Source: an optimization exercise on an open RTL-to-GDS flow (aim: small area, a short achievable clock period and few clock cycles per item). Production flows keep margins and buffers that such runs may drop.
In this exercise RTL edits were held to simulation tests only and were not proved equivalent to the original.
No activity file was given, so power comes from the tool's default toggle rates.

File: flow/design.v
module fwi_arith (
    input  wire         clk,
    input  wire         rst,       
    input  wire         start,
    input  wire [2:0]   op,
    input  wire [247:0] a,
    input  wire [247:0] b,
    output wire         ready,
    output reg          done,
    output reg  [247:0] result,
    output reg          eq,
    output reg          lt
);
    localparam OP_ADD = 3'd0;
    localparam OP_SUB = 3'd1;
    localparam OP_MUL = 3'd2;
    localparam OP_DIV = 3'd3;
    localparam OP_CMP = 3'd4;
    localparam W = 248;
    reg           busy;
    reg  [2:0]    op_r;
    reg  [W-1:0]  opa;      
    reg  [W-1:0]  opb;      
    reg  [W-1:0]  acc;      
    reg  [7:0]    cnt;      
    assign ready = ~busy;
    wire [W-1:0]  mul_next = {acc[W-2:0], 1'b0} + (opb[W-1] ? opa : {W{1'b0}});
    wire [W:0]    div_shift = {acc, opa[W-1]};
    wire [W+1:0]  div_trial = {1'b0, div_shift} - {2'b00, opb};
    wire          div_qbit  = ~div_trial[W+1];
    wire [W-1:0]  div_rem   = div_qbit ? div_trial[W-1:0] : div_shift[W-1:0];
    always @(posedge clk) begin
        if (rst) begin
            busy <= 1'b0;
            done <= 1'b0;
        end else begin
            done <= 1'b0;
            if (!busy) begin
                if (start) begin
                    busy <= 1'b1;
                    op_r <= op;
                    opa  <= a;
                    opb  <= b;
                    acc  <= {W{1'b0}};
                    cnt  <= W - 1;
                end
            end else begin
                case (op_r)
                    OP_ADD: begin
                        result <= opa + opb;
                        busy   <= 1'b0;
                        done   <= 1'b1;
                    end
                    OP_SUB: begin
                        result <= opa - opb;
                        busy   <= 1'b0;
                        done   <= 1'b1;
                    end
                    OP_MUL: begin
                        acc <= mul_next;
                        opb <= {opb[W-2:0], 1'b0};
                        cnt <= cnt - 8'd1;
                        if (cnt == 8'd0) begin
                            result <= mul_next;
                            busy   <= 1'b0;
                            done   <= 1'b1;
                        end
                    end
                    OP_DIV: begin
                        acc <= div_rem;
                        opa <= {opa[W-2:0], div_qbit};
                        cnt <= cnt - 8'd1;
                        if (cnt == 8'd0) begin
                            result <= (opb == {W{1'b0}}) ? {W{1'b0}}
                                                         : {opa[W-2:0], div_qbit};
                            busy   <= 1'b0;
                            done   <= 1'b1;
                        end
                    end
                    default: begin   
                        eq   <= (opa == opb);
                        lt   <= (opa < opb);
                        busy <= 1'b0;
                        done <= 1'b1;
                    end
                endcase
            end
        end
    end
endmodule
File: flow/run.sh
#!/bin/bash
# synth_recipe.tcl (not shown) runs the flow's synth.tcl, then flattens the netlist and writes it again
# the make line also repeats each setting of config.mk as NAME=value (left out here)
make -C /OpenROAD-flow-scripts/flow DESIGN_CONFIG=/design/flow/config.mk WORK_HOME=/design/flow/orfs CLKGATE_MAP_FILE= SYNTH_SCRIPT=/design/flow/synth_recipe.tcl finish
File: flow/config.mk
export PLATFORM = sky130hd
export DESIGN_NAME = fwi_arith
export DESIGN_NICKNAME = fwi_arith
export VERILOG_FILES = /design/flow/design.v
export SDC_FILE = /design/flow/constraint.sdc
export NUM_CORES = 4
export LEC_CHECK = 0
export CAP_MARGIN = 20
export CORE_MARGIN = 2
export CORE_UTILIZATION = 25
export PLACE_DENSITY = 0.35
export SLEW_MARGIN = 20
File: flow/constraint.sdc
create_clock -name core_clock -period 10.0 [get_ports {clk}]
set_input_delay 2.0000 -clock core_clock [delete_from_list [all_inputs] [get_ports {clk}]]
set_output_delay 2.0000 -clock core_clock [all_outputs]
set_load 0.01 [all_outputs]
==> run summary <==
worst r2r src -> opb[150]
mapped cell area -> 0.121 mm²
RSZ-0062 raised after global routing -> no
outcome -> finished clean
Worst slew margin -> 10.2%
WP buf/inv -> 5
Syn Area/Cell -> 7.72 µm²
Synth Area in Adders -> 10.3%
largest net degree at the start of global routing -> 119
CORE AREA -> 0.482 mm²
largest family of logic cells by synthesized area -> compound AO/OA/AOI/OAI gates
Worst path slowest cell -> edfxtp_1
Highest Clock Rate -> 0.110 GHz
Final Max Tran Viols -> 0
worst min-delay path class -> reg -> reg
Synth async-reset ratio -> 0%
CP peak stage delay -> 1.05 ns
routed wl met2 -> 386000 µm
clock sinks -> 1007
Worst Hold Launch -> cnt[0]
CP Cell Sequence -> inv_1 -> ha_1 -> inv_1 -> nand4_1 -> nor2_1 -> nand2_1 -> nor3_1 -> o211ai_1 -> buf_4 -> a2111oi_2 -> buf_4 -> nor4_2 -> buf_4 -> a21oi_2 -> a21oi_1 -> o21ai_1 -> nand3_1 -> a311o_1 -> o32ai_1 -> nand3_1
hold path depth -> 1
Vias/cell -> 6.04
placed cells -> 22300
synthesis-to-layout area growth -> 17.1%
Final ANT Viol Nets -> 0
power per cell area -> 136 mW/mm²
Clk pin slew, worst setup/hold paths -> 0.06 ns
Total GRT Usage -> 34.1%
Post-Synth Simple-Gate Area -> 19.4%
RR Endpoint -> result[247]
final net count -> 17500
CTS Hold Bufs -> 0
CTS buffer count -> 154
top_reg_cell synth -> edfxtp_1
max_cap viols -> 0
Layout Cells excl Fill -> 22600
worst r2r path cells -> 20
Synth cell types -> 109
fin crit share -> 90.8%
Max H-tree Level -> 4
number of gates resized after CTS -> 0
actual slew at the worst max-slew pin -> 1.34 ns
class of the most critical setup path -> reg -> reg
Synth Area in Compound Gates -> 30.6%
top sig layer -> met5
crit path DAT -> 9.71 ns
Crit. End Element -> flop
# rows -> 255
XOR/XNOR share of the synthesized area -> 4.62%
Die Area -> 0.489 mm²
CP required -> 10.63 ns
global-route wire length before repair -> 1160000 µm
# DRC -> 0
Post-CTS Setup Inserts -> 0
Root Driver -> clkbuf_16
setup_tns -> 0 ns
wire per inst -> 38.8 µm
VDD IR max -> 0.000112 V
register area -> 0.0302 mm²
crit-path max FO -> 11
met3 WL post-DR -> 63800 µm
top cell type's share of synthesized area -> 25.0%
top-count cell post-synth -> a21oi_1
multiplexer area fraction after synthesis -> 4.79%
Startpoint Class -> flop
Multi-input gate area -> 0.0850 mm²
worst skew pair latency -> 0.93 ns
Total Wirelength -> 877000 µm
Cells after Synth -> 15700
r2r setup slk -> 0.92 ns
DIE HEIGHT -> 699 µm
Die W -> 699 µm
Ys Warns -> 1
Setup violations, final -> 0
routability cong. -> 1.05
hpwl dp -> 734000 µm
Initial Util -> 25.1%
Fin. Hold Viols -> 0
synth top area cells -> edfxtp_1 (25%), ha_1 (10%), a21oi_1 (8.7%)
Max Root-Sink Buffers -> 4
CTS tree -> built
Worst path most repeated cell -> buf_4
hold path endpoint -> cnt[0]
initial antenna violation count -> 80
syn_nets -> 17200
1st-pass router iterations -> 6
fill count -> 53100
vias in the first global route -> 131000
critical path's top delay family -> simple AND/OR/NAND/NOR gates
initial DRC count -> 16500
final global-route overflow total -> 0
min Tclk post-route -> 9.08 ns
Leak Pwr -> 50.6 nW
Post-synth EDFFs -> 1005
register bit total from synthesis -> 1007
Synth top cells by count -> a21oi_1 (2109), nand2_1 (1393), nor2_1 (1300)
Synth area leader -> edfxtp_1
clk_skew -> 0.0650 ns
share of layout cells above drive strength 1 -> 7.96%
WL met1 -> 367000 µm
sequential element share of the synthesized area -> 25.0%
port buffer count -> 753
DR vias -> 136000
io pins -> 754
==> stage by stage <==
| stage | utilization (%) | area [µm²] | power (mW) | hold WS (ns) | setup slack, ns |
|---|---|---|---|---|---|
| floorplan | - | 121000 | 9.63 | 0.564 | 0.134 |
| global placement | 28.2 | 136000 | 13.3 | 0.610 | -0.594 |
| detailed placement | 28.3 | 136000 | 13.3 | 0.616 | 0.866 |
| CTS | 29.3 | 141000 | 19.2 | 0.631 | 0.832 |
| global route | 29.3 | 141000 | 19.9 | 0.667 | 1.18 |
| finish | 29.4 | 141000 | 19.3 | 0.621 | 0.921 |
==> worst max path at each step <==
stage                        start           to  slack, ns  depth (start not counted)
after floorplan              start       acc[0]       0.13                          2
after detailed placement  opb[150]  result[247]       0.87                         19
final                     opb[150]  result[247]       0.92                         20
after CTS                 opb[150]  result[247]       0.83                         19
after global routing      opb[150]  result[247]       1.18                         20
after global placement    opb[150]  result[247]      -0.59                         18
==> logic make-up after synthesis <==
family | after synthesis
AO/OA/AOI/OAI | 5953
AND/OR/NAND/NOR | 4889
buffers and inverters | 1658
flip-flops | 1007
adder cells (fa/ha/maj) | 996
XOR/XNOR | 637
multiplexers | 516
==> registers in the layout (all words and copies together) (netlist names) <==
signal and flops:
result 248, opa 248, done 1, busy 1
acc 248, op_r 3, opb 248, eq 1
lt 1, cnt 8
==> metal layers <==
layer | up-vias | track usage (%)
met1 | 68600 | 43.9
met2 | 6495 | 53.8
met3 | 1310 | 6.19
met5 | - | 0
li1 | 59900 | -
met4 | 18 | 19.2
==> layout by cell type (no fill, tap or decap), types with 39 or more instances in the layout <==
cell type,instances
o21a_1,148
nor4_1,310
or3_1,49
a222oi_1,42
nor3_1,284
clkdlybuf4s50_1,753
nor2_1,1295
xor2_1,196
a21oi_1,2103
o21ai_1,77
ha_1,992
inv_1,771
nand2_1,1390
o31ai_1,202
clkbuf_16,157
o211ai_1,101
o21ai_0,1284
and2_1,297
nand3_1,208
a21boi_0,94
mux2_2,495
a211oi_1,83
buf_4,283
xnor2_1,439
a221oi_1,116
nand4_1,554
a22oi_1,111
edfxtp_1,1005
nand2b_1,85
o21bai_1,383
nor2b_1,112
a21o_1,304
diode_2,39
a221o_1,122
o22ai_1,185
and3_1,58
a31oi_1,136
o221ai_1,73
or2_2,75
==> power breakdown <==
| group | switching (mW) | total, mW | internal, mW |
|---|---|---|---|
| logic | 5.67 | 8.08 | 2.40 |
| clock network | 2.52 | 5.83 | 3.32 |
| registers | 0.398 | 5.38 | 4.98 |
==> final cells by class <==
| class | instances | share of cell area [%] |
|---|---|---|
| Inverter | 778 | 2.06 |
| Clock buffer | 195 | 2.88 |
| Clock inverter | 79 | 0.676 |
| Timing Repair Buffer | 1062 | 7.18 |
| Multi-Input combinational cell | 13000 | 60.1 |
| Tap cell | 6425 | 5.68 |
| Antenna cell | 39 | 0.0690 |
| Sequential cell | 1007 | 21.4 |
Testbench counts, summed over its fixed seeds: cycles 190,086, items 1,920.

==> what the ideal ports hide <==
Ports are ideal in the flow. The routed layout listed here was re-timed in OpenROAD.
Step 1: set_driving_cell puts a clkbuf_16 on clk and a buf_2 on each other input, an assumption about the parent block.
Step 2, shift: input delay + t, output delay - t, t = (earliest + latest rising clock arrival at the registers) / 2. This alone moves slack from input paths to output paths.
a / b / c = no drivers / after step 1 / after step 2; a / b = the first two.
t, ns: 1.022
setup WS [ns]: 0.921 / 0.921 / 0.921
hold WS [ns]: 0.621 / 0.621 / 0.621
worst register clock-pin slew, ns: 0.07 / 0.07
After both steps setup and hold are still met in this run. For this run, drivers alone change the setup slack by 0.000 ns; drivers and shift together by 0.000 ns.
